What follows belongs to an exercise in optimizing a design on an open flow for small area, a short achievable clock period and few clock cycles; a production flow would make more cautious choices. RTL that was checked went through simulation tests only; none was proved equivalent to the original. Only the layout flow was run in runs 2 and 4 to 6; the RTL was not checked for function there. Power figures rest on the tool's default switching activity, not on a simulated workload.

File: flow/design.v
module adb_kbd_translator (
    input  wire        clk,
    input  wire        rst_n,         
    input  wire        in_valid,
    output wire        in_ready,
    input  wire        in_clear,      
    input  wire [7:0]  in_len,        
    input  wire [63:0] in_data,       
    output wire        ev_valid,
    input  wire        ev_ready,
    output wire [7:0]  ev_data,
    output reg  [31:0] short_count
);
    localparam S_IDLE = 1'b0;
    localparam S_SCAN = 1'b1;
    reg        state;
    reg [4:0]  step;              
    reg [7:0]  cur_mod;
    reg [47:0] cur_keys;          
    reg [7:0]  prev_mod;
    reg [47:0] prev_keys;
    function [7:0] keymap;
        input [7:0] u;
        begin
            case (u)
                8'h04: keymap = 8'h80 | 8'h00;   
                8'h05: keymap = 8'h80 | 8'h0B;   
                8'h06: keymap = 8'h80 | 8'h08;   
                8'h07: keymap = 8'h80 | 8'h02;   
                8'h08: keymap = 8'h80 | 8'h0E;   
                8'h09: keymap = 8'h80 | 8'h03;   
                8'h0A: keymap = 8'h80 | 8'h05;   
                8'h0B: keymap = 8'h80 | 8'h04;   
                8'h0C: keymap = 8'h80 | 8'h22;   
                8'h0D: keymap = 8'h80 | 8'h26;   
                8'h0E: keymap = 8'h80 | 8'h28;   
                8'h0F: keymap = 8'h80 | 8'h25;   
                8'h10: keymap = 8'h80 | 8'h2E;   
                8'h11: keymap = 8'h80 | 8'h2D;   
                8'h12: keymap = 8'h80 | 8'h1F;   
                8'h13: keymap = 8'h80 | 8'h23;   
                8'h14: keymap = 8'h80 | 8'h0C;   
                8'h15: keymap = 8'h80 | 8'h0F;   
                8'h16: keymap = 8'h80 | 8'h01;   
                8'h17: keymap = 8'h80 | 8'h11;   
                8'h18: keymap = 8'h80 | 8'h20;   
                8'h19: keymap = 8'h80 | 8'h09;   
                8'h1A: keymap = 8'h80 | 8'h0D;   
                8'h1B: keymap = 8'h80 | 8'h07;   
                8'h1C: keymap = 8'h80 | 8'h10;   
                8'h1D: keymap = 8'h80 | 8'h06;   
                8'h1E: keymap = 8'h80 | 8'h12;   
                8'h1F: keymap = 8'h80 | 8'h13;   
                8'h20: keymap = 8'h80 | 8'h14;   
                8'h21: keymap = 8'h80 | 8'h15;   
                8'h22: keymap = 8'h80 | 8'h17;   
                8'h23: keymap = 8'h80 | 8'h16;   
                8'h24: keymap = 8'h80 | 8'h1A;   
                8'h25: keymap = 8'h80 | 8'h1C;   
                8'h26: keymap = 8'h80 | 8'h19;   
                8'h27: keymap = 8'h80 | 8'h1D;   
                8'h28: keymap = 8'h80 | 8'h24;   
                8'h29: keymap = 8'h80 | 8'h35;   
                8'h2A: keymap = 8'h80 | 8'h33;   
                8'h2B: keymap = 8'h80 | 8'h30;   
                8'h2C: keymap = 8'h80 | 8'h31;   
                8'h2D: keymap = 8'h80 | 8'h1B;   
                8'h2E: keymap = 8'h80 | 8'h18;   
                8'h2F: keymap = 8'h80 | 8'h21;   
                8'h30: keymap = 8'h80 | 8'h1E;   
                8'h31: keymap = 8'h80 | 8'h2A;   
                8'h33: keymap = 8'h80 | 8'h29;   
                8'h34: keymap = 8'h80 | 8'h27;   
                8'h35: keymap = 8'h80 | 8'h32;   
                8'h36: keymap = 8'h80 | 8'h2B;   
                8'h37: keymap = 8'h80 | 8'h2F;   
                8'h38: keymap = 8'h80 | 8'h2C;   
                8'h39: keymap = 8'h80 | 8'h39;   
                8'h3A: keymap = 8'h80 | 8'h7A;   
                8'h3B: keymap = 8'h80 | 8'h78;   
                8'h3C: keymap = 8'h80 | 8'h63;   
                8'h3D: keymap = 8'h80 | 8'h76;   
                8'h3E: keymap = 8'h80 | 8'h60;   
                8'h3F: keymap = 8'h80 | 8'h61;   
                8'h40: keymap = 8'h80 | 8'h62;   
                8'h41: keymap = 8'h80 | 8'h64;   
                8'h42: keymap = 8'h80 | 8'h65;   
                8'h43: keymap = 8'h80 | 8'h6D;   
                8'h44: keymap = 8'h80 | 8'h67;   
                8'h45: keymap = 8'h80 | 8'h6F;   
                8'h49: keymap = 8'h80 | 8'h72;   
                8'h4A: keymap = 8'h80 | 8'h73;   
                8'h4B: keymap = 8'h80 | 8'h74;   
                8'h4C: keymap = 8'h80 | 8'h75;   
                8'h4D: keymap = 8'h80 | 8'h77;   
                8'h4E: keymap = 8'h80 | 8'h79;   
                8'h4F: keymap = 8'h80 | 8'h3C;   
                8'h50: keymap = 8'h80 | 8'h3B;   
                8'h51: keymap = 8'h80 | 8'h3D;   
                8'h52: keymap = 8'h80 | 8'h3E;   
                8'h53: keymap = 8'h80 | 8'h47;   
                8'h54: keymap = 8'h80 | 8'h4B;   
                8'h55: keymap = 8'h80 | 8'h43;   
                8'h56: keymap = 8'h80 | 8'h4E;   
                8'h57: keymap = 8'h80 | 8'h45;   
                8'h58: keymap = 8'h80 | 8'h4C;   
                8'h59: keymap = 8'h80 | 8'h53;   
                8'h5A: keymap = 8'h80 | 8'h54;   
                8'h5B: keymap = 8'h80 | 8'h55;   
                8'h5C: keymap = 8'h80 | 8'h56;   
                8'h5D: keymap = 8'h80 | 8'h57;   
                8'h5E: keymap = 8'h80 | 8'h58;   
                8'h5F: keymap = 8'h80 | 8'h59;   
                8'h60: keymap = 8'h80 | 8'h5B;   
                8'h61: keymap = 8'h80 | 8'h5C;   
                8'h62: keymap = 8'h80 | 8'h52;   
                8'h63: keymap = 8'h80 | 8'h41;   
                8'h67: keymap = 8'h80 | 8'h51;   
                8'h68: keymap = 8'h80 | 8'h69;   
                8'h69: keymap = 8'h80 | 8'h6B;   
                8'h6A: keymap = 8'h80 | 8'h71;   
                default: keymap = 8'h00;         
            endcase
        end
    endfunction
    function [6:0] modmap;
        input [2:0] b;
        begin
            case (b)
                3'd0: modmap = 7'h36;   
                3'd1: modmap = 7'h38;   
                3'd2: modmap = 7'h3A;   
                3'd3: modmap = 7'h37;   
                3'd4: modmap = 7'h7D;   
                3'd5: modmap = 7'h7B;   
                3'd6: modmap = 7'h7C;   
                default: modmap = 7'h37;   
            endcase
        end
    endfunction
    wire        is_mod     = (step < 5'd8);
    wire        is_release = (step >= 5'd8) && (step < 5'd14);
    wire [2:0]  slot       = is_release ? (step - 5'd8) : (step - 5'd14);
    wire [7:0]  mod_diff   = cur_mod ^ prev_mod;
    wire [7:0]  code       = is_release ? prev_keys[8*slot +: 8] : cur_keys[8*slot +: 8];
    wire [47:0] other      = is_release ? cur_keys : prev_keys;
    wire        in_other   = (other[7:0]   == code) || (other[15:8]  == code) ||
                             (other[23:16] == code) || (other[31:24] == code) ||
                             (other[39:32] == code) || (other[47:40] == code);
    wire [7:0]  mapped     = keymap(code);
    reg         hit;
    reg  [7:0]  event_byte;
    always @(*) begin
        if (is_mod) begin
            hit        = mod_diff[step[2:0]];
            event_byte = {~cur_mod[step[2:0]], modmap(step[2:0])};
        end else begin
            hit        = (code != 8'h00) && !in_other && mapped[7];
            event_byte = {is_release, mapped[6:0]};
        end
    end
    assign in_ready = (state == S_IDLE);
    assign ev_valid = (state == S_SCAN) && hit;
    assign ev_data  = event_byte;
    wire accept  = in_valid && in_ready;
    wire advance = (state == S_SCAN) && (!hit || ev_ready);
    always @(posedge clk) begin
        if (!rst_n) begin
            state       <= S_IDLE;
            step        <= 5'd0;
            cur_mod     <= 8'h00;
            cur_keys    <= 48'h0;
            prev_mod    <= 8'h00;
            prev_keys   <= 48'h0;
            short_count <= 32'd0;
        end else begin
            if (accept) begin
                if (in_clear) begin
                    prev_mod  <= 8'h00;
                    prev_keys <= 48'h0;
                end else if (in_len < 8'd8) begin
                    short_count <= short_count + 32'd1;
                end else begin
                    cur_mod  <= in_data[7:0];
                    cur_keys <= in_data[63:16];
                    step     <= 5'd0;
                    state    <= S_SCAN;
                end
            end
            if (advance) begin
                if (step == 5'd19) begin
                    prev_mod  <= cur_mod;
                    prev_keys <= cur_keys;
                    state     <= S_IDLE;
                end
                step <= step + 5'd1;
            end
        end
    end
endmodule
File: flow/run.sh
#!/bin/bash
# synth_recipe.tcl (not shown) runs the flow's synth.tcl, then flattens the netlist and writes it again
# the make line also repeats each setting of config.mk as NAME=value (left out here)
make -C /OpenROAD-flow-scripts/flow DESIGN_CONFIG=/design/flow/config.mk WORK_HOME=/design/flow/orfs CLKGATE_MAP_FILE= SYNTH_SCRIPT=/design/flow/synth_recipe.tcl finish
File: flow/config.mk
export PLATFORM = sky130hd
export DESIGN_NAME = adb_kbd_translator
export DESIGN_NICKNAME = adb_kbd_translator
export VERILOG_FILES = /design/flow/design.v
export SDC_FILE = /design/flow/constraint.sdc
export NUM_CORES = 4
export LEC_CHECK = 0
export CAP_MARGIN = 20
export CORE_MARGIN = 2
export CORE_UTILIZATION = 40
export SLEW_MARGIN = 20
File: flow/constraint.sdc
create_clock -name core_clock -period 8.0 [get_ports {clk}]
set_input_delay 1.6000 -clock core_clock [delete_from_list [all_inputs] [get_ports {clk}]]
set_output_delay 1.6000 -clock core_clock [all_outputs]
set_load 0.01 [all_outputs]
==> results of run 1 <==
## state kept, by name, indices dropped and copies added, names as in the netlist
signal	count
cur_keys	48
cur_mod	8
prev_keys	48
prev_mod	8
short_count	32
state	1
step	5
## where the power goes
group / switching (mW) / internal (mW) / total (mW)
clock: 0.361 / 0.475 / 0.835
sequential: 0.0195 / 0.761 / 0.781
combinational: 0.214 / 0.162 / 0.375
total: 0.594 / 1.40 / 1.99
## final timing paths
kind	slack, ns	endpoint	start	cells after the start
setup reg to reg	2.71	prev_keys[32]	step[2]	16
setup / recovery	0.95	ev_data[3]	step[2]	16
hold / removal	0.47	prev_mod[7]	prev_mod[7]	2
hold reg to reg	0.47	prev_mod[7]	prev_mod[7]	2
## kinds of logic (layout without fill, tap and decap cells)
kind of cell / Yosys count / after routing / share of synthesized area
xor+xnor: 81 / 81 / 0.0714
compound gates: 235 / 235 / 0.171
mux: 137 / 137 / 0.150
flops: 150 / 150 / 0.302
simple gates: 502 / 502 / 0.226
buf+inv: 106 / 193 / 0.0532
fa+ha+maj: 21 / 21 / 0.0264
## cell usage in the layout, fill, tap and decap left out, types with 4 or more instances in the layout
cell type / n
mux2_2: 5
o21ai_1: 5
xor2_1: 23
a31oi_1: 6
or3_1: 11
nand2_1: 316
clkdlybuf4s50_1: 106
and3_1: 8
o31ai_1: 4
dfxtp_1: 148
inv_6: 4
nor4_1: 7
and2_1: 33
a21o_1: 4
o211ai_1: 13
inv_1: 4
mux4_2: 9
clkbuf_16: 17
nor2_1: 46
nor3_1: 8
mux2i_1: 123
inv_8: 5
a21boi_0: 63
nand2b_1: 4
a211oi_1: 17
a22oi_1: 6
a311oi_1: 8
nor2b_1: 15
nand3_1: 21
ha_1: 21
xnor2_1: 58
nand4_1: 13
buf_4: 44
a21oi_1: 32
o21ai_0: 38
## worst max-delay path: stages (launching register included)
cell and delay [ns]:
dfxtp_1 0.45, ha_1 0.36, nor3b_4 0.48, nor2_1 0.09, or4_1 0.59, o41ai_4 0.75, inv_1 0.13, ha_1 0.38
a21oi_1 0.15, a21oi_1 0.05, a2bb2oi_1 0.15, a22oi_1 0.19, a21oi_1 0.11, mux2i_1 0.24, a21oi_1 0.10, a31oi_1 0.23
clkdlybuf4s50_1 0.59
## per-stage QoR
stage	power, mW	hold WS, ns	setup WS [ns]
after global routing	2.08	0.493	0.571
after detailed placement	1.17	0.464	1.45
after global placement	1.17	0.455	1.43
after floorplan	1.03	0.446	2.38
final	1.99	0.471	0.948
after CTS	2.01	0.473	0.979
## layout make-up
cell class / instances / area, sq um / area share
multi-input combinational: 976 / 6440 / 0.540
sequential: 150 / 3010 / 0.252
timing repair buffer: 152 / 1430 / 0.120
clock buffer: 17 / 425 / 0.0357
tap: 324 / 405 / 0.0340
clock inverter: 15 / 184 / 0.0154
inverter: 9 / 33.8 / 0.00283
## layer usage
layer,track usage,up-vias
met3,0.0465,32
met2,0.340,255
li1,-,4399
met4,0.0628,0
met1,0.293,4159
met5,0,-
==> metrics.cfg, run 1 <==
[status]
status = finished clean

[sta]
rsz0062_at_grt = no
finalSetupViolCount = 0
hold_viol = 0
fin_crit_sh = 0.881
period_minus_slack_ns = 7.05
fmax_ghz = 0.142
slew_violations = 0
worst_pin_slew_ns = 1.03
final.setup.tns_ns = 0
max_slew_margin = 0.295
finClkSkew_ns = 0.0151

[detailed_routing]
final_antenna_net_count = 0
drtIter0Drc = 684
wire_per_inst_microns = 16.9
routedLengthMet1_microns = 13100
met3_length_microns = 1630
top_layer = met4
num_vias = 8845
drc = 0
drtPass1Iterations = 5
vias_per_cell = 5.38
wl_met2_microns = 12500
wirelength_microns = 27700

[power]
ir_worst_vdd_mv = 0.154
p_leak_nw = 4.88
p_per_area_nw_per_um2 = 167

[setup_path]
end_kind = output pin
start_kind = flop
worstPathMaxFanout = 14
setup.worst_path.class = reg -> out
worstPathRequired_ns = 6.40
cp_data_arrival_time_ns = 5.45

[clock_tree]
insertion_delay_ns = 0.43
cts_tree = yes
cts_made_buffers = 17
postCtsSetupRepairBufs = 0
holdBufCountCts = 0
clk_path_buf_depth = 2
post_cts_resized = 0
cts_sinks = 150
cts.htree.levels = 4
clockRootBuffer = clkbuf_16
path_clk_slew_ns = 0.06

[cells_and_area]
fin_nets = 1404
layout-drive-gt1-share = 0.0910
final_cell_count_no_fill = 1643
nFillCells = 2422
antenna_cells = 0
fin_area_sq_um = 11900
utilization = 0.489
syn2layout_area_growth_pct = 20.0

[synth]
synth_commonest_cells = nand2_1, dfxtp_1, mux2i_1
synthTopCellsByArea = dfxtp_1, mux2i_1, nand2_1
yosysMostFrequentCell = nand2_1
synth_top_area_frac = 0.302
synth_cells = 1232
ys_ff_latch = 150
synth_top_area_cell = dfxtp_1
ys_seq_area_frac = 0.302
syn_area_per_cell_sq_um = 8.07
syn_area_sq_um = 9940
synth_ff_type = dfxtp_1
synth_warnings = 1
async_flop_share = 0
syn-num-nets = 1330
yosysUniqueCellTypes = 77
synth_edf_count = 0

[placed_design]
gp_congestion = 0.883
place_area_sq_um = 11300
dp_hpwl_microns = 18500
dp_cells = 1611
io_buffer_count = 107

[global_routing]
track_usage = 0.214
antenna_found_initial = 0
grt_max_degree = 100
grt_pass1_wl_microns = 45200
grt.overflow.total = 0
first_global_vias = 8406

[floorplanning]
dieArea_sq_um = 26100
die_y_microns = 162
initial_core_util = 0.408
rows = 57
ioPinCount = 119
die_w_microns = 162
fp.coreArea_sq_um = 24400

[worst_hold_path]
min_path_type = reg -> reg

[run]
maxCapViolations = 0

Testbench counts, summed over its fixed seeds: cycles 50,360.
==> run 2, diff against run 1 <==
--- a/flow/design.v
+++ b/flow/design.v
@@ -13,10 +13,2 @@
 );
-    localparam S_IDLE = 1'b0;
-    localparam S_SCAN = 1'b1;
-    reg        state;
-    reg [4:0]  step;              
-    reg [7:0]  cur_mod;
-    reg [47:0] cur_keys;          
-    reg [7:0]  prev_mod;
-    reg [47:0] prev_keys;
     function [7:0] keymap;
@@ -140,42 +132,105 @@
     endfunction
-    wire        is_mod     = (step < 5'd8);
-    wire        is_release = (step >= 5'd8) && (step < 5'd14);
-    wire [2:0]  slot       = is_release ? (step - 5'd8) : (step - 5'd14);
-    wire [7:0]  mod_diff   = cur_mod ^ prev_mod;
-    wire [7:0]  code       = is_release ? prev_keys[8*slot +: 8] : cur_keys[8*slot +: 8];
-    wire [47:0] other      = is_release ? cur_keys : prev_keys;
-    wire        in_other   = (other[7:0]   == code) || (other[15:8]  == code) ||
-                             (other[23:16] == code) || (other[31:24] == code) ||
-                             (other[39:32] == code) || (other[47:40] == code);
-    wire [7:0]  mapped     = keymap(code);
-    reg         hit;
-    reg  [7:0]  event_byte;
+    reg  [7:0]  cur_mod;           
+    reg  [41:0] cur_keys;          
+    reg  [41:0] old_keys;          
+    reg  [19:0] pend;              
+    reg         q0_v, q1_v;        
+    reg  [7:0]  q0_d, q1_d;
+    wire [7:0]  n_mod = in_data[7:0];
+    wire [5:0]  n_map;             
+    wire [5:0]  n_lo;              
+    wire [41:0] n_keys;            
+    genvar gi, gj;
+    generate
+        for (gj = 0; gj < 6; gj = gj + 1) begin : g_new
+            wire [7:0] u = in_data[16 + 8*gj +: 8];
+            wire [7:0] m = keymap(u);
+            assign n_map[gj] = m[7];
+            assign n_lo[gj]  = ~u[7];
+            assign n_keys[7*gj +: 7] = m[7] ? u[6:0] : 7'd0;
+        end
+    endgenerate
+    wire [35:0] eq;
+    generate
+        for (gi = 0; gi < 6; gi = gi + 1) begin : g_i
+            for (gj = 0; gj < 6; gj = gj + 1) begin : g_j
+                assign eq[6*gi + gj] = n_lo[gj] &&
+                    (cur_keys[7*gi +: 7] == in_data[16 + 8*gj +: 7]);
+            end
+        end
+    endgenerate
+    wire [5:0] rel_m, prs_m;
+    generate
+        for (gi = 0; gi < 6; gi = gi + 1) begin : g_rel
+            assign rel_m[gi] = (cur_keys[7*gi +: 7] != 7'd0) && !(|eq[6*gi +: 6]);
+            assign prs_m[gi] = n_map[gi] &&
+                !(eq[gi] | eq[6+gi] | eq[12+gi] | eq[18+gi] | eq[24+gi] | eq[30+gi]);
+        end
+    endgenerate
+    wire [19:0] n_pend = {prs_m, rel_m, n_mod ^ cur_mod};
+    reg  [19:0] pre;
+    integer k;
     always @(*) begin
-        if (is_mod) begin
-            hit        = mod_diff[step[2:0]];
-            event_byte = {~cur_mod[step[2:0]], modmap(step[2:0])};
-        end else begin
-            hit        = (code != 8'h00) && !in_other && mapped[7];
-            event_byte = {is_release, mapped[6:0]};
-        end
+        pre[0] = 1'b0;
+        for (k = 1; k < 20; k = k + 1) pre[k] = pre[k-1] | pend[k-1];
     end
-    assign in_ready = (state == S_IDLE);
-    assign ev_valid = (state == S_SCAN) && hit;
-    assign ev_data  = event_byte;
-    wire accept  = in_valid && in_ready;
-    wire advance = (state == S_SCAN) && (!hit || ev_ready);
+    wire [19:0] first = pend & ~pre;        
+    wire [19:0] rest  = pend & pre;         
+    wire        any   = |pend;
+    wire        le1   = ~|rest;
+    reg  [6:0]  code;              
+    reg  [7:0]  mod_ev;
+    always @(*) begin
+        code   = 7'd0;
+        mod_ev = 8'd0;
+        for (k = 0; k < 6; k = k + 1) begin
+            if (first[8+k])  code = code | old_keys[7*k +: 7];
+            if (first[14+k]) code = code | cur_keys[7*k +: 7];
+        end
+        for (k = 0; k < 8; k = k + 1)
+            if (first[k]) mod_ev = mod_ev | {~cur_mod[k], modmap(k[2:0])};
+    end
+    wire [7:0] slot_map = keymap({1'b0, code});
+    wire       is_mod   = |pend[7:0];
+    wire       is_rel   = ~is_mod & (|pend[13:8]);
+    wire [7:0] ev_next  = is_mod ? mod_ev : {is_rel, slot_map[6:0]};
+    wire take   = q0_v && ev_ready;
+    wire push   = any && !(q1_v && !take);
+    assign in_ready = !q1_v && le1;
+    wire accept = in_valid && in_ready;
+    wire is_rep = !in_clear && !(in_len < 8'd8);
+    assign ev_valid = q0_v;
+    assign ev_data  = q0_d;
     always @(posedge clk) begin
         if (!rst_n) begin
-            state       <= S_IDLE;
-            step        <= 5'd0;
             cur_mod     <= 8'h00;
-            cur_keys    <= 48'h0;
-            prev_mod    <= 8'h00;
-            prev_keys   <= 48'h0;
+            cur_keys    <= 42'd0;
+            pend        <= 20'd0;
+            q0_v        <= 1'b0;
+            q1_v        <= 1'b0;
             short_count <= 32'd0;
         end else begin
+            if (take) begin
+                if (q1_v) begin
+                    q0_d <= q1_d;
+                    q1_v <= push;
+                    q1_d <= ev_next;
+                end else begin
+                    q0_v <= push;
+                    q0_d <= ev_next;
+                end
+            end else if (!q0_v) begin
+                q0_v <= push;
+                q0_d <= ev_next;
+            end else if (!q1_v) begin
+                q1_v <= push;
+                q1_d <= ev_next;
+            end
+            if (push)
+                pend <= rest;
             if (accept) begin
+                pend <= 20'd0;
                 if (in_clear) begin
-                    prev_mod  <= 8'h00;
-                    prev_keys <= 48'h0;
+                    cur_mod  <= 8'h00;
+                    cur_keys <= 42'd0;
                 end else if (in_len < 8'd8) begin
@@ -183,16 +238,8 @@
                 end else begin
-                    cur_mod  <= in_data[7:0];
-                    cur_keys <= in_data[63:16];
-                    step     <= 5'd0;
-                    state    <= S_SCAN;
+                    cur_mod  <= n_mod;
+                    cur_keys <= n_keys;
+                    old_keys <= cur_keys;
+                    pend     <= n_pend;
                 end
             end
-            if (advance) begin
-                if (step == 5'd19) begin
-                    prev_mod  <= cur_mod;
-                    prev_keys <= cur_keys;
-                    state     <= S_IDLE;
-                end
-                step <= step + 5'd1;
-            end
         end
--- a/flow/config.mk
+++ b/flow/config.mk
@@ -10,2 +10,3 @@
 export CORE_UTILIZATION = 40
+export SETUP_SLACK_MARGIN = 4.5
 export SLEW_MARGIN = 20
==> run 2 against run 1 <==
  * Still clean on timing, DRC and antenna
  * Cell count grew 26%
  * Synthesized cell count grew 30%
  * Non-clock buffer count grew 45
  * Area after synthesis grew 28%
  * Via count grew 49%
  * Die area grew 28%
  * Cell area grew 32%
  * Sequential share of layout area shrank 0.62 points
  * Clock skew grew 0.0030 ns
  * Count of clock-buffer cells in the layout grew 3
  * Combinational power grew to 6.5 times the previous value
  * Global-route usage grew 6.1 points
  * Largest power group is now combinational logic
==> metrics.cfg, run 2 <==
[sta]
max_slew_margin = 0.247  ; -0.0483
final.setup.tns_ns = 0  ; unchanged
fin_crit_sh = 0.550  ; -0.331
hold_viol = 0  ; unchanged
slew_violations = 0  ; unchanged
finClkSkew_ns = 0.0181  ; +0.00296 ns
period_minus_slack_ns = 4.40  ; -2.65 ns
worst_pin_slew_ns = 1.13  ; +0.0991 ns
fmax_ghz = 0.227  ; +60%
rsz0062_at_grt = yes
finalSetupViolCount = 0  ; unchanged

[cells_and_area]
final_cell_mix = xor2_1, nand2_1, a21oi_1, xnor2_1, dfxtp_1
syn2layout_area_growth_pct = 23.0
fin_nets = 1754  ; +25%
layout-drive-gt1-share = 0.156  ; +0.0648
nFillCells = 2936  ; +21%
reg_top3 = cur_keys x42, old_keys x42, short_count x32
final_common_cell = xor2_1

[clock_tree]
cts_sinks = 162  ; +8.0%
clockRootBuffer = clkbuf_16
cts_made_buffers = 17  ; unchanged
cts_tree = yes
cts.htree.levels = 4  ; unchanged
insertion_delay_ns = 0.44  ; about the same
clk_path_buf_depth = 2  ; unchanged
holdBufCountCts = 0  ; unchanged
path_clk_slew_ns = 0.06  ; about the same

[global_routing]
grt.overflow.total = 0  ; unchanged
first_global_vias = 12100  ; +44%
grt_max_degree = 90  ; -10%
track_usage = 0.275  ; +0.0611
antenna_found_initial = 2  ; +2
grt_pass1_wl_microns = 71200  ; +57%

[setup_path]
worstPathCellList = or4_4, nor3_4, nand2_1, maj3_2, a2111oi_4, and3_4, buf_6
end_kind = output pin
critical-path-slowest-cell = or4_4
setup.worst_path.class = reg -> out
start_kind = flop
r2r_start = pend[14]
reg2reg_depth = 13  ; -3
worstPathRequired_ns = 6.40  ; about the same
cp_num_cells = 7  ; -9
critPathLaunch = pend[14]
worstPathMaxFanout = 6  ; -8
max_stage_delay_ns = 0.61  ; -0.14 ns
cp_num_buf_inv = 1  ; -1
cp_top_family = simple AND/OR/NAND/NOR gates
cp_data_arrival_time_ns = 2.80  ; -2.65 ns

[synth]
synth_top_area_cell = dfxtp_1
synth_ff_type = dfxtp_1
synthTopCellsByArea = dfxtp_1, edfxtp_1, xor2_1
syn_area_per_cell_sq_um = 7.96  ; -1.4%
ys_ff_latch = 162  ; +8.0%
synth_top_area_frac = 0.163  ; -0.139
synth_edf_count = 58  ; +58
async_flop_share = 0  ; unchanged
synth_warnings = 1  ; unchanged
syn-num-nets = 1697  ; +28%
ys_seq_area_frac = 0.299  ; -0.00267
yosysUniqueCellTypes = 85  ; +10%
synth_cells = 1605  ; +30%
syn_area_sq_um = 12800  ; +28%
synth_commonest_cells = nand2_1, xor2_1, a21oi_1

[detailed_routing]
final_antenna_net_count = 0  ; unchanged
drc = 0  ; unchanged
num_vias = 13100  ; +49%
wire_per_inst_microns = 22.7  ; +34%
vias_per_cell = 6.32  ; +17%
wirelength_microns = 47100  ; +70%
drtIter0Drc = 1580  ; +130%
drtPass1Iterations = 9  ; +4

[floorplanning]
dieArea_sq_um = 33400  ; +28%
die_w_microns = 183  ; +13%
fp.coreArea_sq_um = 31500  ; +29%
die_y_microns = 183  ; +13%
initial_core_util = 0.406  ; -0.00181
rows = 65  ; +14%
ioPinCount = 119  ; unchanged

[run]
maxCapViolations = 0  ; unchanged

[power]
p_per_area_nw_per_um2 = 284  ; +70%
ir_worst_vdd_mv = 0.197  ; +28%
finalPower_mw = 4.46  ; +120%
p_leak_nw = 5.72  ; +17%

[placed_design]
gp_congestion = 0.926  ; +4.8%
io_buffer_count = 107  ; unchanged
dp_hpwl_microns = 29900  ; +62%

[worst_hold_path]
worstHoldPathCells = 2  ; unchanged
min_path_type = reg -> reg
min_from = short_count[31]

[status]
status = finished clean

==> run 2: final timing paths <==
kind / endpoint / slack (ns)
setup / recovery: in_ready / 3.60
hold / removal: short_count[31] / 0.48
setup reg to reg: q0_d[0] / 4.25
hold reg to reg: short_count[31] / 0.48
==> run 2: report_power, final <==
group          switching (mW)  total (mW)  internal [mW]  leakage [nW]
Combinational            1.45        2.44          0.990          4.03
Sequential              0.153        1.17           1.01          1.40
Clock                   0.387       0.850          0.464         0.286
==> run 2: layout make-up <==
type	count	area [sq um]	area share
inverter	43	175	0.0111
clock buffer	20	468	0.0298
clock inverter	12	120	0.00765
timing repair buffer	197	1850	0.118
antenna	1	2.50	0.000159
timing repair inverter	6	45.0	0.00287
sequential	162	3860	0.246
multi-input combinational	1235	8690	0.553
tap	402	503	0.0320
==> run 2: metal layers <==
layer | wire length (microns) | track usage
met1 | 19200 | 0.367
met5 | 23 | 0
met4 | 2200 | 0.125
met2 | 21300 | 0.439
met3 | 4380 | 0.0427
==> run 2: logic make-up (layout without fill, tap and decap cells) <==
logic type               after synthesis  count (layout)  share of synthesized area
AO/OA/AOI/OAI                        353             353                      0.180
XOR/XNOR                             270             270                      0.185
adder cells (fa/ha/maj)               20              20                     0.0188
buffers and inverters                210             278                     0.0649
flip-flops                           162             162                      0.299
multiplexers                          11              11                    0.00921
other                                  0               1                          0
AND/OR/NAND/NOR                      579             581                      0.243
==> run 2: per-stage QoR <==
step	hold WS, ns	worst slack [ns]	area [sq um]	utilization	std cells
2_1_floorplan	0.406	4.10	12900	-	1605
3_3_place_gp	0.453	3.03	14000	0.444	1975
3_5_place_dp	0.475	3.03	14000	0.444	1975
4_1_cts	0.486	3.53	15100	0.481	2052
5_1_grt	0.522	3.53	15700	0.499	2077
6_report	0.480	3.60	15700	0.499	2078
==> run 2: worst reg2reg max path, cell delays in order (launching register included) <==
cell and delay, ns:
dfxtp_4 0.37, or4_4 0.61, buf_4 0.18, nor4_4 0.13, buf_4 0.21, nand3_1 0.14
o2111ai_4 0.22, inv_2 0.12, ha_4 0.34, mux2_2 0.16, o211ai_1 0.07, a211o_1 0.35
a2111oi_4 0.44, o31ai_1 0.14
==> run 2: repair_timing <==
item / in CTS / in global routing
buffers inserted: 37 / 25
pin swaps: 15 / 27
setup endpoints to repair: 166 / 153
gates resized for setup: 104 / 106
cloned: 8 / 0
==> run 3, diff against run 2 <==
--- a/flow/design.v
+++ b/flow/design.v
@@ -170,14 +170,8 @@
     wire [19:0] n_pend = {prs_m, rel_m, n_mod ^ cur_mod};
-    reg  [19:0] pre;
-    integer k;
-    always @(*) begin
-        pre[0] = 1'b0;
-        for (k = 1; k < 20; k = k + 1) pre[k] = pre[k-1] | pend[k-1];
-    end
-    wire [19:0] first = pend & ~pre;        
-    wire [19:0] rest  = pend & pre;         
+    wire [19:0] first = pend & ~(pend - 20'd1) ;   
     wire        any   = |pend;
-    wire        le1   = ~|rest;
+    wire        le1   = (pend & (pend - 20'd1)) == 20'd0;
     reg  [6:0]  code;              
     reg  [7:0]  mod_ev;
+    integer k;
     always @(*) begin
@@ -229,3 +223,3 @@
             if (push)
-                pend <= rest;
+                pend <= pend & ~first;
             if (accept) begin
--- a/flow/config.mk
+++ b/flow/config.mk
@@ -10,3 +10,2 @@
 export CORE_UTILIZATION = 40
-export SETUP_SLACK_MARGIN = 4.5
 export SLEW_MARGIN = 20
==> run 3 against run 2 <==
  * Sequential power up 6%
  * Utilization down 3.4 points
  * Count of clock-buffer cells in the layout down 3
  * Register-to-register slack worse by 2.0 ns
  * Area after synthesis down 1.6%
  * Worst hold slack better by 0.026 ns
  * Critical path depth up 4
  * Setup slack worse by 1.3 ns
  * Non-clock buffer count down 61
  * Maximum frequency down 23%
  * Cell count down 5.3%
==> metrics.cfg, run 3 <==
[status]
status = finished clean

[floorplanning]
ioPinCount = 119  ; unchanged
fp.coreArea_sq_um = 30700  ; -2.3%
die_w_microns = 181  ; -0.77%
dieArea_sq_um = 32900  ; -1.5%
die_y_microns = 181  ; -0.77%
initial_core_util = 0.409  ; +0.00301
rows = 64  ; -1.5%

[setup_path]
critical-path-slowest-cell = nor3_1
cp_num_buf_inv = 1  ; unchanged
cp_data_arrival_time_ns = 5.89  ; +3.09 ns
worstPathRequired_ns = 8.19  ; +1.79 ns
setup.worst_path.class = reg -> reg
worstPathCellList = or4_1, nor3_1, a32oi_1, o211a_1, clkinv_1, nor3_1, a21oi_1, o2111a_1, a2111oi_0, a31o_2, a21oi_1
reg2reg_depth = 11  ; -2
end_kind = flop
reg2reg_setup_slack_ns = 2.29  ; -1.96 ns
cp_num_cells = 11  ; +4
worstPathMaxFanout = 29  ; +23
start_kind = flop
max_stage_delay_ns = 1.02  ; +0.41 ns
cp_top_family = compound AO/OA/AOI/OAI gates

[sta]
fmax_ghz = 0.175  ; -23%
hold_viol = 0  ; unchanged
final.setup.tns_ns = 0  ; unchanged
fin_crit_sh = 0.713  ; +0.163
worst_pin_slew_ns = 0.991  ; -0.138 ns
finalSetupViolCount = 0  ; unchanged
slew_violations = 0  ; unchanged
period_minus_slack_ns = 5.71  ; +1.30 ns
timing.hold.ws_ns = 0.506  ; +0.0263 ns
rsz0062_at_grt = no
finClkSkew_ns = 0.0214  ; +0.00325 ns
max_slew_margin = 0.322  ; +0.0749

[detailed_routing]
wirelength_microns = 44900  ; -4.6%
drc = 0  ; unchanged
drtIter0Drc = 1789  ; +13%
wire_per_inst_microns = 22.8  ; +0.81%
final_antenna_net_count = 0  ; unchanged
drtPass1Iterations = 6  ; -3
num_vias = 12400  ; -5.8%
vias_per_cell = 6.29  ; -0.46%

[synth]
synth_warnings = 1  ; unchanged
synth_edf_count = 58  ; unchanged
synth_commonest_cells = xor2_1, nand2_1, clkbuf_1
ys_ff_latch = 162  ; unchanged
syn-num-nets = 1659  ; -2.2%
synthTopCellsByArea = dfxtp_1, xor2_1, edfxtp_1
syn_area_per_cell_sq_um = 8.02  ; +0.81%
synth_top_area_frac = 0.166  ; +0.00261
synth_xor_xnor_area_share = 0.197  ; +0.0120
synthMuxAreaShare = 0.0113  ; +0.00214
synth_top_family_by_area = simple AND/OR/NAND/NOR gates
synthAdderAreaFrac = 0.0173  ; -0.00149
synth_ff_type = dfxtp_1
synth_top_area_cell = dfxtp_1
yosysUniqueCellTypes = 84  ; -1.2%
ys_seq_area_frac = 0.304  ; +0.00480
syn_area_sq_um = 12600  ; -1.6%
yosys.area_share.simple = 0.227  ; -0.0164
yosysMostFrequentCell = xor2_1
synth_cells = 1567  ; -2.4%
async_flop_share = 0  ; unchanged
synth_compound_area_frac = 0.183  ; +0.00328

[power]
ir_worst_vdd_mv = 0.262  ; +33%
p_per_area_nw_per_um2 = 308  ; +8.7%
p_leak_nw = 5.44  ; -4.8%

[global_routing]
antenna_found_initial = 1  ; -1
grt_max_degree = 81  ; -10%
grt.overflow.total = 0  ; unchanged
track_usage = 0.269  ; -0.00639
first_global_vias = 11500  ; -5.0%
grt_pass1_wl_microns = 68900  ; -3.2%

[clock_tree]
cts.htree.levels = 4  ; unchanged
cts_tree = yes
clockRootBuffer = clkbuf_16
insertion_delay_ns = 0.45  ; about the same
holdBufCountCts = 0  ; unchanged
clk_path_buf_depth = 2  ; unchanged
cts_made_buffers = 17  ; unchanged
post_cts_resized = 0  ; -100%
path_clk_slew_ns = 0.07  ; about the same
cts_sinks = 162  ; unchanged
postCtsSetupRepairBufs = 0  ; -100%

[worst_hold_path]
worstHoldPathCells = 2  ; unchanged
min_path_type = reg -> reg

[cells_and_area]
nFillCells = 3085  ; +5.1%
reg_top3 = cur_keys x42, old_keys x42, short_count x32
syn2layout_area_growth_pct = 13.7
antenna_cells = 0  ; -1
fin_nets = 1650  ; -5.9%
final_common_cell = xor2_1
final_cell_mix = xor2_1, nand2_1, a21oi_1, clkdlybuf4s50_1, dfxtp_1
layout-drive-gt1-share = 0.0586  ; -0.0973
final_cell_count_no_fill = 1967  ; -5.3%

[placed_design]
io_buffer_count = 107  ; unchanged
gp_congestion = 0.958  ; +3.5%
dp_cells = 1935  ; -2.0%
dp_hpwl_microns = 30500  ; +1.9%

[run]
maxCapViolations = 0  ; unchanged

==> run 3: cell count changes in the layout (fill, tap and decap cells not counted), sizes merged, moves of 28 or more <==
cell,previous run,this run
xnor2,112,54
nor2,72,103
clkdlybuf4s50,74,107
xor2,158,229
nand3,88,60
buf,91,29
==> run 3: through the flow <==
stage,power [mW],setup slack [ns],instance area [sq um],util
3_5_place_dp,3.50,2.53,13700,0.446
5_1_grt,4.65,1.85,14300,0.465
4_1_cts,4.35,2.51,14300,0.465
2_1_floorplan,2.79,3.87,12600,-
3_3_place_gp,3.48,2.54,13700,0.446
6_report,4.41,2.29,14300,0.465
==> run 3: final timing paths <==
check | from | to
setup / recovery | pend[14] | q0_d[3]
hold / removal | short_count[28] | short_count[28]
setup reg to reg | pend[14] | q0_d[3]
hold reg to reg | short_count[28] | short_count[28]
==> run 3: tightest hold or removal path: cells and delay by family, from the launching register on <==
family,cells,cell delay [ns]
flops,1,0.33
compound gates,2,0.13
==> run 3: layout make-up <==
cell class / count / area, sq um / area share
inverter: 28 / 105 / 0.00735
tap: 396 / 495 / 0.0347
sequential: 162 / 3820 / 0.268
timing repair buffer: 136 / 1290 / 0.0902
clock buffer: 17 / 425 / 0.0298
multi-input combinational: 1213 / 8000 / 0.559
clock inverter: 15 / 158 / 0.0110
==> run 3: power breakdown <==
part,internal [mW],leakage [nW],switching (mW),total [mW]
Sequential,1.05,1.39,0.198,1.24
Combinational,0.792,3.77,1.53,2.32
Clock,0.419,0.284,0.420,0.839
Total,2.26,5.44,2.15,4.41
==> run 3: kinds of logic (layout without fill, tap and decap cells) <==
family	count (synthesis)	count (layout)
adders and majority gates	18	18
muxes	13	13
buffers and inverters	192	196
DFF	162	162
AOI/OAI and AO/OA	346	346
xor gates and xnor gates	283	283
and+or+nand+nor	553	553
==> run 3: layer usage <==
metal	vias up	GRT usage	wire [microns]
li1	5624	-	-
met1	5906	0.368	18500
met2	717	0.417	20300
met3	132	0.0460	4230
met4	0	0.114	1910
met5	-	0	0
Testbench counts of run 3, summed over its fixed seeds: cycles 2,438.
==> run 4, diff against run 3 <==
--- a/flow/design.v
+++ b/flow/design.v
@@ -132,2 +132,7 @@
     endfunction
+    reg         rdy;               
+    reg         r_v;               
+    reg         r_clr;             
+    reg  [7:0]  r_mod;
+    reg  [41:0] r_keys;            
     reg  [7:0]  cur_mod;           
@@ -137,15 +142,12 @@
     reg         q0_v, q1_v;        
+    reg         any;               
+    reg         cons_ok;           
     reg  [7:0]  q0_d, q1_d;
-    wire [7:0]  n_mod = in_data[7:0];
-    wire [5:0]  n_map;             
-    wire [5:0]  n_lo;              
-    wire [41:0] n_keys;            
+    wire [41:0] in_keys;
     genvar gi, gj;
     generate
-        for (gj = 0; gj < 6; gj = gj + 1) begin : g_new
+        for (gj = 0; gj < 6; gj = gj + 1) begin : g_in
             wire [7:0] u = in_data[16 + 8*gj +: 8];
             wire [7:0] m = keymap(u);
-            assign n_map[gj] = m[7];
-            assign n_lo[gj]  = ~u[7];
-            assign n_keys[7*gj +: 7] = m[7] ? u[6:0] : 7'd0;
+            assign in_keys[7*gj +: 7] = m[7] ? u[6:0] : 7'd0;
         end
@@ -156,4 +158,3 @@
             for (gj = 0; gj < 6; gj = gj + 1) begin : g_j
-                assign eq[6*gi + gj] = n_lo[gj] &&
-                    (cur_keys[7*gi +: 7] == in_data[16 + 8*gj +: 7]);
+                assign eq[6*gi + gj] = (cur_keys[7*gi +: 7] == r_keys[7*gj +: 7]);
             end
@@ -165,3 +166,3 @@
             assign rel_m[gi] = (cur_keys[7*gi +: 7] != 7'd0) && !(|eq[6*gi +: 6]);
-            assign prs_m[gi] = n_map[gi] &&
+            assign prs_m[gi] = (r_keys[7*gi +: 7] != 7'd0) &&
                 !(eq[gi] | eq[6+gi] | eq[12+gi] | eq[18+gi] | eq[24+gi] | eq[30+gi]);
@@ -169,16 +170,31 @@
     endgenerate
-    wire [19:0] n_pend = {prs_m, rel_m, n_mod ^ cur_mod};
-    wire [19:0] first = pend & ~(pend - 20'd1) ;   
-    wire        any   = |pend;
-    wire        le1   = (pend & (pend - 20'd1)) == 20'd0;
-    reg  [6:0]  code;              
+    wire [19:0] r_pend = r_clr ? 20'd0 : {prs_m, rel_m, r_mod ^ cur_mod};
+    function [19:0] lower_or;        
+        input [19:0] p;
+        integer k;
+        begin
+            lower_or[0] = 1'b0;
+            for (k = 1; k < 20; k = k + 1) lower_or[k] = lower_or[k-1] | p[k-1];
+        end
+    endfunction
+    wire [19:0] pre   = lower_or(pend);
+    wire [19:0] first = pend & ~pre;
+    wire [19:0] rest  = pend & pre;
+    wire        le1   = ~|rest;
+    reg  [6:0]  rel_code, prs_code;
     reg  [7:0]  mod_ev;
+    reg         seen_r, seen_p;
     integer k;
     always @(*) begin
-        code   = 7'd0;
+        rel_code = 7'd0;
+        prs_code = 7'd0;
+        seen_r   = 1'b0;
+        seen_p   = 1'b0;
+        for (k = 0; k < 6; k = k + 1) begin
+            if (pend[8+k] && !seen_r)  rel_code = old_keys[7*k +: 7];
+            if (pend[14+k] && !seen_p) prs_code = cur_keys[7*k +: 7];
+            seen_r = seen_r | pend[8+k];
+            seen_p = seen_p | pend[14+k];
+        end
         mod_ev = 8'd0;
-        for (k = 0; k < 6; k = k + 1) begin
-            if (first[8+k])  code = code | old_keys[7*k +: 7];
-            if (first[14+k]) code = code | cur_keys[7*k +: 7];
-        end
         for (k = 0; k < 8; k = k + 1)
@@ -186,11 +202,34 @@
     end
-    wire [7:0] slot_map = keymap({1'b0, code});
     wire       is_mod   = |pend[7:0];
-    wire       is_rel   = ~is_mod & (|pend[13:8]);
+    wire       is_rel   = |pend[13:8];
+    wire [7:0] slot_map = keymap({1'b0, is_rel ? rel_code : prs_code});
     wire [7:0] ev_next  = is_mod ? mod_ev : {is_rel, slot_map[6:0]};
-    wire take   = q0_v && ev_ready;
-    wire push   = any && !(q1_v && !take);
-    assign in_ready = !q1_v && le1;
-    wire accept = in_valid && in_ready;
-    wire is_rep = !in_clear && !(in_len < 8'd8);
+    wire take    = q0_v && ev_ready;
+    wire push    = any && !(q1_v && !take);
+    wire consume = r_v && cons_ok;
+    wire accept  = in_valid && rdy;
+    wire is_short = !in_clear && (in_len < 8'd8);
+    reg         n_q0_v, n_q1_v, n_r_v;
+    reg  [19:0] n_pend;
+    always @(*) begin
+        n_q0_v = q0_v;
+        n_q1_v = q1_v;
+        if (take) begin
+            if (q1_v) n_q1_v = push;
+            else      n_q0_v = push;
+        end else if (!q0_v) begin
+            n_q0_v = push;
+        end else if (!q1_v) begin
+            n_q1_v = push;
+        end
+        n_pend = pend;
+        if (push)    n_pend = rest;
+        if (consume) n_pend = r_pend;
+        n_r_v = r_v;
+        if (consume) n_r_v = 1'b0;
+        if (accept && !is_short) n_r_v = 1'b1;
+    end
+    wire [19:0] n_pre = lower_or(n_pend);
+    wire        n_le1 = ~|(n_pend & n_pre);
+    assign in_ready = rdy;
     assign ev_valid = q0_v;
@@ -199,2 +238,6 @@
         if (!rst_n) begin
+            rdy         <= 1'b1;
+            cons_ok     <= 1'b1;
+            any         <= 1'b0;
+            r_v         <= 1'b0;
             cur_mod     <= 8'h00;
@@ -206,2 +249,9 @@
         end else begin
+            rdy     <= !n_r_v || (n_le1 && !n_q1_v);
+            cons_ok <= n_le1 && !n_q1_v;
+            any     <= |n_pend;
+            r_v  <= n_r_v;
+            pend <= n_pend;
+            q0_v <= n_q0_v;
+            q1_v <= n_q1_v;
             if (take) begin
@@ -209,6 +259,4 @@
                     q0_d <= q1_d;
-                    q1_v <= push;
                     q1_d <= ev_next;
                 end else begin
-                    q0_v <= push;
                     q0_d <= ev_next;
@@ -216,22 +264,23 @@
             end else if (!q0_v) begin
-                q0_v <= push;
                 q0_d <= ev_next;
             end else if (!q1_v) begin
-                q1_v <= push;
                 q1_d <= ev_next;
             end
-            if (push)
-                pend <= pend & ~first;
-            if (accept) begin
-                pend <= 20'd0;
-                if (in_clear) begin
+            if (consume) begin
+                if (r_clr) begin
                     cur_mod  <= 8'h00;
                     cur_keys <= 42'd0;
-                end else if (in_len < 8'd8) begin
+                end else begin
+                    cur_mod  <= r_mod;
+                    cur_keys <= r_keys;
+                    old_keys <= cur_keys;
+                end
+            end
+            if (accept) begin
+                if (is_short) begin
                     short_count <= short_count + 32'd1;
                 end else begin
-                    cur_mod  <= n_mod;
-                    cur_keys <= n_keys;
-                    old_keys <= cur_keys;
-                    pend     <= n_pend;
+                    r_clr  <= in_clear;
+                    r_mod  <= in_data[7:0];
+                    r_keys <= in_keys;
                 end
--- a/flow/config.mk
+++ b/flow/config.mk
@@ -10,2 +10,3 @@
 export CORE_UTILIZATION = 40
+export SETUP_SLACK_MARGIN = 4.5
 export SLEW_MARGIN = 20
==> run 4 against run 3 <==
  * Via count increased by 0.91%
  * Power about the same
  * Highest routed layer unchanged
  * Combinational power decreased by 25%
  * Largest cell class unchanged
  * Critical endpoint is now rdy
==> metrics.cfg, run 4 <==
[setup_path]
end_kind = flop
worstPathRequired_ns = 8.44  ; +0.25 ns
cp_top_family = compound AO/OA/AOI/OAI gates
max_stage_delay_ns = 0.44  ; -0.58 ns
worstPathMaxFanout = 5  ; -83%
reg2reg_setup_slack_ns = 4.57  ; +2.28 ns
worstPathCellList = buf_8, a21bo_4, nand4_1, or3_4, o211ai_1, o41a_1, nand4_1, buf_4, o31ai_2, nand2_1, a211oi_2
critPathLaunch = ev_ready
setup.worst_path.class = in -> reg
r2r_start = pend[10]
crit_path_frequent_cell = nand4_1
cp_data_arrival_time_ns = 3.90  ; -1.99 ns
critical-path-slowest-cell = or3_4
cp_num_buf_inv = 2  ; +1
start_kind = input port

[sta]
hold_viol = 0  ; unchanged
finalSetupViolCount = 0  ; unchanged
finClkSkew_ns = 0.0199  ; -0.00147 ns
timing.hold.ws_ns = 0.519  ; +0.0132 ns
worst_slack_ns = 4.54  ; +2.25 ns
slew_violations = 0  ; unchanged
final.setup.tns_ns = 0  ; unchanged
rsz0062_at_grt = yes
max_slew_margin = 0.359  ; +0.0370
worst_pin_slew_ns = 0.960  ; -0.0312 ns
fin_crit_sh = 0.432  ; -0.281
period_minus_slack_ns = 3.46  ; -2.25 ns
fmax_ghz = 0.289  ; +65%

[detailed_routing]
final_antenna_net_count = 0  ; unchanged
drtPass1Iterations = 5  ; -1
wirelength_microns = 44900  ; about the same
drtIter0Drc = 1265  ; -29%
wire_per_inst_microns = 21.8  ; -4.7%
vias_per_cell = 6.05  ; -3.8%
drc = 0  ; unchanged
num_vias = 12500  ; +0.91%

[synth]
synth_edf_count = 109  ; +88%
yosysUniqueCellTypes = 93  ; +11%
synthTopCellsByArea = edfxtp_1, dfxtp_1, xor2_1
synth_warnings = 1  ; unchanged
ys_ff_latch = 217  ; +34%
async_flop_share = 0  ; unchanged
syn_area_per_cell_sq_um = 9.19  ; +15%
synth_cells = 1544  ; -1.5%
synth_top_area_cell = edfxtp_1
synth_commonest_cells = xor2_1, xnor2_1, edfxtp_1
syn_area_sq_um = 14200  ; +13%
synth_top_area_frac = 0.231  ; +0.0649
ys_seq_area_frac = 0.383  ; +0.0787
yosysMostFrequentCell = xor2_1
synth_ff_type = edfxtp_1
syn-num-nets = 1635  ; -1.4%

[global_routing]
antenna_found_initial = 0  ; -1
track_usage = 0.237  ; -0.0320
grt_max_degree = 59  ; -27%
grt.overflow.total = 0  ; unchanged
grt_pass1_wl_microns = 68500  ; -0.57%
first_global_vias = 11800  ; +2.5%

[floorplanning]
dieArea_sq_um = 37000  ; +13%
rows = 68  ; +6.3%
initial_core_util = 0.409  ; about the same
die_w_microns = 192  ; +6.1%
die_y_microns = 192  ; +6.1%
ioPinCount = 119  ; unchanged
fp.coreArea_sq_um = 34700  ; +13%

[clock_tree]
cts_made_buffers = 25  ; +8
cts_sinks = 217  ; +34%
holdBufCountCts = 0  ; unchanged
insertion_delay_ns = 0.53  ; +0.08 ns
clk_path_buf_depth = 3  ; +1
cts_tree = yes
path_clk_slew_ns = 0.06  ; about the same
clockRootBuffer = clkbuf_16
cts.htree.levels = 1  ; -3

[placed_design]
gp_congestion = 0.952  ; -0.58%
dp_hpwl_microns = 29700  ; -2.6%
place_area_sq_um = 15500  ; +13%
dp_slack_ns = 3.14  ; +0.606 ns
dp_cells = 1987  ; +2.7%
io_buffer_count = 107  ; unchanged

[cells_and_area]
nFillCells = 3271  ; +6.0%
fin_nets = 1682  ; +1.9%
utilization = 0.491  ; +0.0261
antenna_cells = 0  ; unchanged
final_cell_mix = xor2_1, xnor2_1, edfxtp_1, clkdlybuf4s50_1, nor2_1
reg_top3 = cur_keys x42, old_keys x42, r_keys x42
fin_area_sq_um = 17000  ; +19%
final_common_cell = xor2_1
final_cell_count_no_fill = 2064  ; +4.9%
syn2layout_area_growth_pct = 20.0
layout-drive-gt1-share = 0.123  ; +0.0645

[run]
maxCapViolations = 0  ; unchanged

[power]
p_per_area_nw_per_um2 = 259  ; -16%
ir_worst_vdd_mv = 0.135  ; -48%
p_leak_nw = 6.00  ; +10%
finalPower_mw = 4.41  ; about the same

[worst_hold_path]
min_from = cur_mod[5]
min_path_type = reg -> reg

[status]
status = finished clean

run 4: kinds of logic after synthesis:
logic type                 Yosys count  share of synthesized area
adders and majority gates           15                     0.0130
muxes                               14                     0.0105
buffers and inverters              161                     0.0469
xor gates and xnor gates           289                      0.178
and+or+nand+nor                    521                      0.200
DFF                                217                      0.383
AOI/OAI and AO/OA                  327                      0.168
run 4: cell type report:
class | instances | area (sq um) | share of cell area
well taps | 455 | 569 | 0.0334
clock inverters | 14 | 153 | 0.00896
clock buffers | 31 | 668 | 0.0392
multi-input cells | 1166 | 8540 | 0.501
repair buffers | 167 | 1600 | 0.0937
flip-flops and latches | 217 | 5450 | 0.320
inverters | 14 | 61.3 | 0.00360
run 4: worst paths after layout:
path	to	depth (start not counted)
worst max-delay path	rdy	11
worst min-delay path	cur_mod[5]	1
worst max register to register	q0_d[1]	12
worst min register to register	cur_mod[5]	1
run 4: per-layer routing:
layer  track usage  up-vias  wire, microns
met5             0        -              0
met4        0.0901        0           1580
met3        0.0336      119           3240
met2         0.383      574          20900
met1         0.320     6039          19100
li1              -     5760              -
run 4: repair_timing:
item,4_1_cts,5_1_grt
endpoints found under the hold margin,0,0
gates resized for setup,49,50
buffers inserted,20,12
pin swaps,11,16
endpoints found under the setup margin,28,25
run 4: where the power goes:
part	switching [mW]	internal [mW]	total, mW	leakage [nW]
combinational	0.983	0.748	1.73	3.69
sequential	0.210	1.32	1.53	1.91
clock	0.462	0.688	1.15	0.394
==> run 5, diff against run 4 <==
--- a/flow/config.mk
+++ b/flow/config.mk
@@ -10,3 +10,3 @@
 export CORE_UTILIZATION = 40
-export SETUP_SLACK_MARGIN = 4.5
+export SETUP_SLACK_MARGIN = 5.0
 export SLEW_MARGIN = 20
==> run 5 against run 4 <==
  * Still clean on timing, DRC and antenna
  * Sequential cell count unchanged
  * Cell area is 7.9% higher
  * Cell count rose by 4.0%
  * Clock power decreased by 8%
  * Worst hold slack worse by 0.0081 ns
  * Power rose by 7.2%
  * Via count up 6.1%
  * Maximum frequency rose by 3.7%
  * Area after synthesis stayed put
  * Clock skew hardly changed
  * Wire length rose by 7.6%
  * Largest cell class unchanged
  * Largest power group unchanged
==> metrics.cfg, run 5 <==
[status]
status = finished clean

[synth]
yosysUniqueCellTypes = 93  ; unchanged
synth_xor_xnor_area_share = 0.178  ; unchanged
synth_top_area_frac = 0.231  ; unchanged
yosys.area_share.simple = 0.200  ; unchanged
synthMuxAreaShare = 0.0105  ; unchanged
synthTopCellsByArea = edfxtp_1, dfxtp_1, xor2_1
synth_top_family_by_area = simple AND/OR/NAND/NOR gates
synth_ff_type = edfxtp_1
synth_commonest_cells = xor2_1, xnor2_1, edfxtp_1
ys_ff_latch = 217  ; unchanged
synth_cells = 1544  ; unchanged
synth_warnings = 1  ; unchanged
async_flop_share = 0  ; unchanged
synth_top_area_cell = edfxtp_1
synth_compound_area_frac = 0.168  ; unchanged
ys_seq_area_frac = 0.383  ; unchanged
syn_area_per_cell_sq_um = 9.19  ; unchanged
syn_area_sq_um = 14200  ; unchanged
syn-num-nets = 1635  ; unchanged
synth_edf_count = 109  ; unchanged
yosysMostFrequentCell = xor2_1
synthAdderAreaFrac = 0.0130  ; unchanged

[detailed_routing]
vias_per_cell = 6.18  ; +2.1%
final_antenna_net_count = 0  ; unchanged
top_layer = met4
wl_met2_microns = 22000  ; +4.8%
num_vias = 13300  ; +6.1%
drtIter0Drc = 1592  ; +26%
drtPass1Iterations = 6  ; +1
wirelength_microns = 48300  ; +7.6%
wire_per_inst_microns = 22.5  ; +3.4%
drc = 0  ; unchanged
met3_length_microns = 4250  ; +31%
routedLengthMet1_microns = 19300  ; +0.60%

[cells_and_area]
final_common_cell = xor2_1
final_cell_mix = xor2_1, xnor2_1, buf_4, edfxtp_1, dfxtp_1
layout-drive-gt1-share = 0.214  ; +0.0910
reg_top3 = cur_keys x42, old_keys x42, r_keys x42
syn2layout_area_growth_pct = 29.5
antenna_cells = 0  ; unchanged
fin_nets = 1763  ; +4.8%

[floorplanning]
rows = 68  ; unchanged
ioPinCount = 119  ; unchanged
fp.coreArea_sq_um = 34700  ; unchanged
die_y_microns = 192  ; unchanged
die_w_microns = 192  ; unchanged
initial_core_util = 0.409  ; unchanged
dieArea_sq_um = 37000  ; unchanged

[clock_tree]
path_clk_slew_ns = 0.06  ; about the same
holdBufCountCts = 0  ; unchanged
clk_path_buf_depth = 3  ; unchanged
cts.htree.levels = 1  ; unchanged
insertion_delay_ns = 0.54  ; about the same
cts_made_buffers = 25  ; unchanged
cts_sinks = 217  ; unchanged
clockRootBuffer = clkbuf_16
cts_tree = yes

[global_routing]
grt.overflow.total = 0  ; unchanged
track_usage = 0.250  ; +0.0135
first_global_vias = 12700  ; +7.6%
grt_max_degree = 59  ; unchanged
grt_pass1_wl_microns = 72300  ; +5.5%
antenna_found_initial = 1  ; +1

[sta]
max_slew_margin = 0.337  ; -0.0221
rsz0062_at_grt = yes
worst_slack_ns = 4.67  ; +0.124 ns
fin_crit_sh = 0.417  ; -0.0155
finalSetupViolCount = 0  ; unchanged
final.setup.tns_ns = 0  ; unchanged
worst_pin_slew_ns = 0.993  ; +0.0331 ns
period_minus_slack_ns = 3.33  ; -0.124 ns
hold_viol = 0  ; unchanged
fmax_ghz = 0.300  ; +3.7%
slew_violations = 0  ; unchanged
finClkSkew_ns = 0.0197  ; -0.000168 ns

[setup_path]
setup.worst_path.class = reg -> reg
cp_data_arrival_time_ns = 3.68  ; -0.22 ns
worstPathMaxFanout = 6  ; +1
cp_num_buf_inv = 4  ; +2
critPathLaunch = pend[8]
critical-path-slowest-cell = or4_4
cp_top_family = compound AO/OA/AOI/OAI gates
worstPathCellList = buf_12, or4_4, nor3b_4, a21oi_1, o211ai_1, buf_6, inv_8, ha_4, buf_4, mux2i_1, a221oi_2, a211oi_1, a21oi_2, o31ai_1
r2r_start = pend[8]
max_stage_delay_ns = 0.58  ; +0.14 ns
start_kind = flop
worstPathRequired_ns = 8.35  ; -0.09 ns
end_kind = flop

[power]
ir_worst_vdd_mv = 0.128  ; -5.2%
p_per_area_nw_per_um2 = 257  ; -0.67%
finalPower_mw = 4.72  ; +7.2%
p_leak_nw = 7.09  ; +18%

[placed_design]
io_buffer_count = 107  ; unchanged
dp_slack_ns = 3.16  ; +0.0210 ns
dp_hpwl_microns = 29500  ; -0.61%
gp_congestion = 0.936  ; -1.7%

[run]
maxCapViolations = 0  ; unchanged

[worst_hold_path]
min_path_type = reg -> reg
min_from = short_count[31]

-- run 5: changes by cell type in the layout (fill, tap and decap cells not counted), sizes merged, moves of 6 or more --
cell           change
clkbuf             +6
dlymetal6s2s      +36
buf               +74
dlygate4sd2       +43
clkdlybuf4s50     -83
-- run 5: worst min-delay path: stages, from the launching register on --
cell	delay, ns
dfxtp_1	0.34
xor2_1	0.07
nor2_1	0.07
-- run 5: through the flow --
stage | hold slack [ns] | util | cells | area (sq um)
2_1_floorplan | 0.406 | - | 1544 | 14600
3_3_place_gp | 0.484 | 0.452 | 1980 | 15700
3_5_place_dp | 0.506 | 0.452 | 1981 | 15700
4_1_cts | 0.519 | 0.509 | 2122 | 17700
5_1_grt | 0.543 | 0.530 | 2146 | 18400
6_report | 0.511 | 0.530 | 2146 | 18400
-- run 5: final timing paths --
kind,end,slack [ns],depth (start not counted)
worst max register to register,q1_d[0],4.67,14
worst max-delay path,q1_d[0],4.67,14
worst min-delay path,short_count[31],0.51,2
worst min register to register,short_count[31],0.51,2
-- run 5: final cells by class --
type / count / area [sq um]
Multi-Input combinational cell: 1169 / 9090
Clock buffer: 34 / 689
Tap cell: 455 / 569
Inverter: 14 / 91.3
Clock inverter: 12 / 67.6
Fill cell: 3136 / 16300
Timing Repair Buffer: 244 / 2390
Sequential cell: 217 / 5480
Timing Repair inverter: 1 / 8.76
-- run 5: logic make-up after synthesis --
group                    Yosys count
AO/OA/AOI/OAI                    327
XOR/XNOR                         289
adder cells (fa/ha/maj)           15
buffers and inverters            161
flip-flops                       217
multiplexers                      14
AND/OR/NAND/NOR                  521
-- run 5: per-layer routing --
metal / GRT usage / vias up
met5: 0 / -
met4: 0.137 / 0
met3: 0.0515 / 243
met2: 0.399 / 750
met1: 0.318 / 6325
li1: - / 5942
-- run 5: report_power, final --
part | switching, mW | internal [mW]
sequential | 0.214 | 1.32
combinational | 1.17 | 0.960
clock | 0.458 | 0.604
-- run 5: timing repair --
| item | CTS | global route |
|---|---|---|
| endpoints found under the setup margin | 277 | 81 |
| pin swaps | 63 | 77 |
| gates resized for setup | 169 | 129 |
| setup buffers | 88 | 23 |
| gates cloned | 7 | 1 |
==> run 6, diff against run 5 <==
--- a/flow/config.mk
+++ b/flow/config.mk
@@ -10,3 +10,4 @@
 export CORE_UTILIZATION = 40
-export SETUP_SLACK_MARGIN = 5.0
+export CTS_BUF_LIST = sky130_fd_sc_hd__clkbuf_4 sky130_fd_sc_hd__clkbuf_8
+export SETUP_SLACK_MARGIN = 4.5
 export SLEW_MARGIN = 20
==> run 6 against run 5 <==
  * Still clean on timing, DRC and antenna
  * Cell count decreased by 2.5%
  * Worst hold slack improved by 0.0060 ns
  * Setup slack got worse by 0.14 ns
  * First-iteration DRC count decreased by 21%
  * Maximum frequency decreased by 4.1%
  * Non-clock buffer count decreased by 77
  * Wire length decreased by 6.4%
  * Synthesized cell count unchanged
  * Utilization decreased by 3.9 points
  * Power decreased by 7.5%
  * Sequential cell count unchanged
  * Sequential power about the same
  * Critical endpoint is now q0_d[1]
  * Largest cell class unchanged
  * Largest power group unchanged
==> metrics.cfg, run 6 <==
[status]
status = finished clean

[detailed_routing]
vias_per_cell = 6.02  ; -2.6%
final_antenna_net_count = 0  ; unchanged
wirelength_microns = 45200  ; -6.4%
drtIter0Drc = 1264  ; -21%
drc = 0  ; unchanged
wire_per_inst_microns = 21.6  ; -4.0%
num_vias = 12600  ; -5.0%
drtPass1Iterations = 6  ; unchanged

[placed_design]
dp_hpwl_microns = 29700  ; +0.61%
dp_cells = 1987  ; +0.30%
io_buffer_count = 107  ; unchanged
dp_slack_ns = 3.14  ; -0.0210 ns
gp_congestion = 0.952  ; +1.8%

[setup_path]
end_kind = flop
start_kind = flop
cp_data_arrival_time_ns = 3.75  ; +0.07 ns
setup.worst_path.class = reg -> reg
worstPathMaxFanout = 5  ; -1
worstPathRequired_ns = 8.27  ; -0.08 ns

[sta]
hold_viol = 0  ; unchanged
worst_slack_ns = 4.52  ; -0.143 ns
finalSetupViolCount = 0  ; unchanged
period_minus_slack_ns = 3.48  ; +0.143 ns
slew_violations = 0  ; unchanged
max_slew_margin = 0.349  ; +0.0119
finClkSkew_ns = 0.0341  ; +0.0144 ns
rsz0062_at_grt = yes
fmax_ghz = 0.288  ; -4.1%
worst_pin_slew_ns = 0.975  ; -0.0178 ns
fin_crit_sh = 0.435  ; +0.0179
final.setup.tns_ns = 0  ; unchanged

[cells_and_area]
antenna_cells = 0  ; unchanged
reg_top3 = cur_keys x42, old_keys x42, r_keys x42
syn2layout_area_growth_pct = 20.0
fin_nets = 1697  ; -3.7%
final_common_cell = xor2_1
final_cell_mix = xor2_1, xnor2_1, edfxtp_1, clkdlybuf4s50_1, nor2_1
utilization = 0.491  ; -0.0389
layout-drive-gt1-share = 0.140  ; -0.0742
final_cell_count_no_fill = 2092  ; -2.5%

[power]
p_per_area_nw_per_um2 = 257  ; -0.14%
switching_share = 0.385  ; -0.00483
intPower_mw = 2.69  ; -6.7%
p_clk_frac = 0.252  ; +0.027
ir_worst_vdd_mv = 0.120  ; -6.5%
p_seq_frac = 0.349  ; +0.025
p_comb_frac = 0.399  ; -0.052
p_leak_nw = 6.03  ; -15%
p_sw_mw = 1.68  ; -8.6%

[synth]
ys_seq_area_frac = 0.383  ; unchanged
syn_area_per_cell_sq_um = 9.19  ; unchanged
synth_top_area_frac = 0.231  ; unchanged
synth_edf_count = 109  ; unchanged
synth_ff_type = edfxtp_1
yosysMostFrequentCell = xor2_1
ys_ff_latch = 217  ; unchanged
synthTopCellsByArea = edfxtp_1, dfxtp_1, xor2_1
synth_top_area_cell = edfxtp_1
syn_area_sq_um = 14200  ; unchanged
synth_cells = 1544  ; unchanged
synth_warnings = 1  ; unchanged
syn-num-nets = 1635  ; unchanged
async_flop_share = 0  ; unchanged
synth_commonest_cells = xor2_1, xnor2_1, edfxtp_1
yosysUniqueCellTypes = 93  ; unchanged

[clock_tree]
cts.htree.levels = 2  ; +1
insertion_delay_ns = 0.56  ; +0.02 ns
path_clk_slew_ns = 0.07  ; about the same
cts_tree = yes
cts_made_buffers = 39  ; +56%
clk_path_buf_depth = 3  ; unchanged
cts_sinks = 217  ; unchanged
clockRootBuffer = clkbuf_8

[global_routing]
antenna_found_initial = 1  ; unchanged
first_global_vias = 11800  ; -6.4%
grt_pass1_wl_microns = 68600  ; -5.1%
track_usage = 0.238  ; -0.0120
grt_max_degree = 59  ; unchanged
grt.overflow.total = 0  ; unchanged

[worst_hold_path]
min_path_type = reg -> reg

[floorplanning]
ioPinCount = 119  ; unchanged
dieArea_sq_um = 37000  ; unchanged
rows = 68  ; unchanged
initial_core_util = 0.409  ; unchanged
die_w_microns = 192  ; unchanged
die_y_microns = 192  ; unchanged
fp.coreArea_sq_um = 34700  ; unchanged

[run]
maxCapViolations = 0  ; unchanged

## run 6: final timing paths
check / depth (start not counted) / from / to / slack, ns
setup / recovery: 14 / pend[8] / q0_d[1] / 4.52
hold / removal: 2 / short_count[1] / short_count[1] / 0.52
setup reg to reg: 14 / pend[8] / q0_d[1] / 4.52
hold reg to reg: 2 / short_count[1] / short_count[1] / 0.52
## run 6: kinds of logic after synthesis
kind of cell	count (synthesis)	share of synthesized area
AOI/OAI and AO/OA	327	0.168
xor gates and xnor gates	289	0.178
adders and majority gates	15	0.0130
buffers and inverters	161	0.0469
DFF	217	0.383
muxes	14	0.0105
and+or+nand+nor	521	0.200
## run 6: layout make-up
| class | instances | area (sq um) |
|---|---|---|
| fillers | 3300 | 17700 |
| multi-input cells | 1167 | 8560 |
| flip-flops and latches | 217 | 5450 |
| repair buffers | 167 | 1570 |
| clock buffers | 58 | 692 |
| well taps | 455 | 569 |
| clock inverters | 14 | 120 |
| inverters | 14 | 61.3 |
## run 6: per-layer routing
layer | share of wire | vias up | track usage
met5 | 0.00040 | - | 0
met4 | 0.044 | 2 | 0.102
met3 | 0.085 | 160 | 0.0429
met2 | 0.46 | 662 | 0.380
met1 | 0.41 | 5968 | 0.317
li1 | - | 5801 | -
## run 6: power groups by stage
| stage | Clock (mW) | Combinational [mW] | Sequential [mW] |
|---|---|---|---|
| floorplan | 0 | 1.18 | 1.38 |
| global placement | 0 | 1.44 | 1.54 |
| detailed placement | 0 | 1.47 | 1.54 |
| CTS | 1.12 | 1.56 | 1.52 |
| global route | 1.17 | 1.88 | 1.54 |
| finish | 1.10 | 1.75 | 1.53 |
## run 6: critical path, stage by stage, from the launching register on
cell        delay, ns
dfxtp_2          0.33
or4_4            0.60
nor3_4           0.15
buf_6            0.14
o21ai_2          0.05
o211ai_1         0.22
buf_6            0.15
clkinvlp_4       0.15
ha_4             0.28
inv_2            0.06
nor2_2           0.04
o21a_1           0.16
o31a_1           0.27
a2111oi_4        0.46
o31ai_2          0.11
## run 6: metrics by stage
step | instance area, sq um | hold slack [ns] | power [mW]
global placement | 15500 | 0.479 | 2.98
floorplan | 14300 | 0.406 | 2.57
global route | 17000 | 0.544 | 4.58
finish | 17000 | 0.517 | 4.37
detailed placement | 15500 | 0.508 | 3.01
CTS | 16600 | 0.522 | 4.20
## run 6: repair_timing
item	CTS	global route
setup buffers	18	14
pin swaps	9	18
gates resized for setup	42	57
setup endpoints to repair	28	24
hold buffers	0	0
gates cloned	0	1

[afterwards: timing with drivers on the ports]
Ports are ideal in the flow. The routed layouts listed here were re-timed in OpenROAD. Step 1 (the two cells are an assumption about what drives the block):
set clk [get_ports {clk}]
set_driving_cell -lib_cell sky130_fd_sc_hd__clkbuf_16 $clk
set_driving_cell -lib_cell sky130_fd_sc_hd__buf_2 [delete_from_list [all_inputs] $clk]
Step 2, shift: input delay + t, output delay - t, t = (earliest + latest rising clock arrival at the registers) / 2. This alone moves slack from input paths to output paths. Slacks: no drivers / after step 1 / after step 2; pairs: no drivers / after step 1.
| run | shift t [ns] | slack for setup (ns) | hold slack, ns |
|---|---|---|---|
| run 1 | 0.473 | 0.948 / 0.901 / 1.373 | 0.471 / 0.471 / 0.471 |
| run 2 | 0.485 | 3.598 / 3.548 / 3.953 | 0.480 / 0.480 / 0.480 |
| run 3 | 0.490 | 2.294 / 2.294 / 2.294 | 0.506 / 0.506 / 0.506 |
| run 4 | 0.571 | 4.542 / 4.542 / 3.972 | 0.519 / 0.519 / 0.519 |
| run 5 | 0.577 | 4.666 / 4.666 / 4.104 | 0.511 / 0.511 / 0.511 |
| run 6 | 0.593 | 4.523 / 4.523 / 4.007 | 0.517 / 0.517 / 0.517 |
After both steps setup and hold are still met in every run listed. For run 4, which loses most, drivers alone change the setup slack by 0.000 ns; drivers and shift together by -0.570 ns.
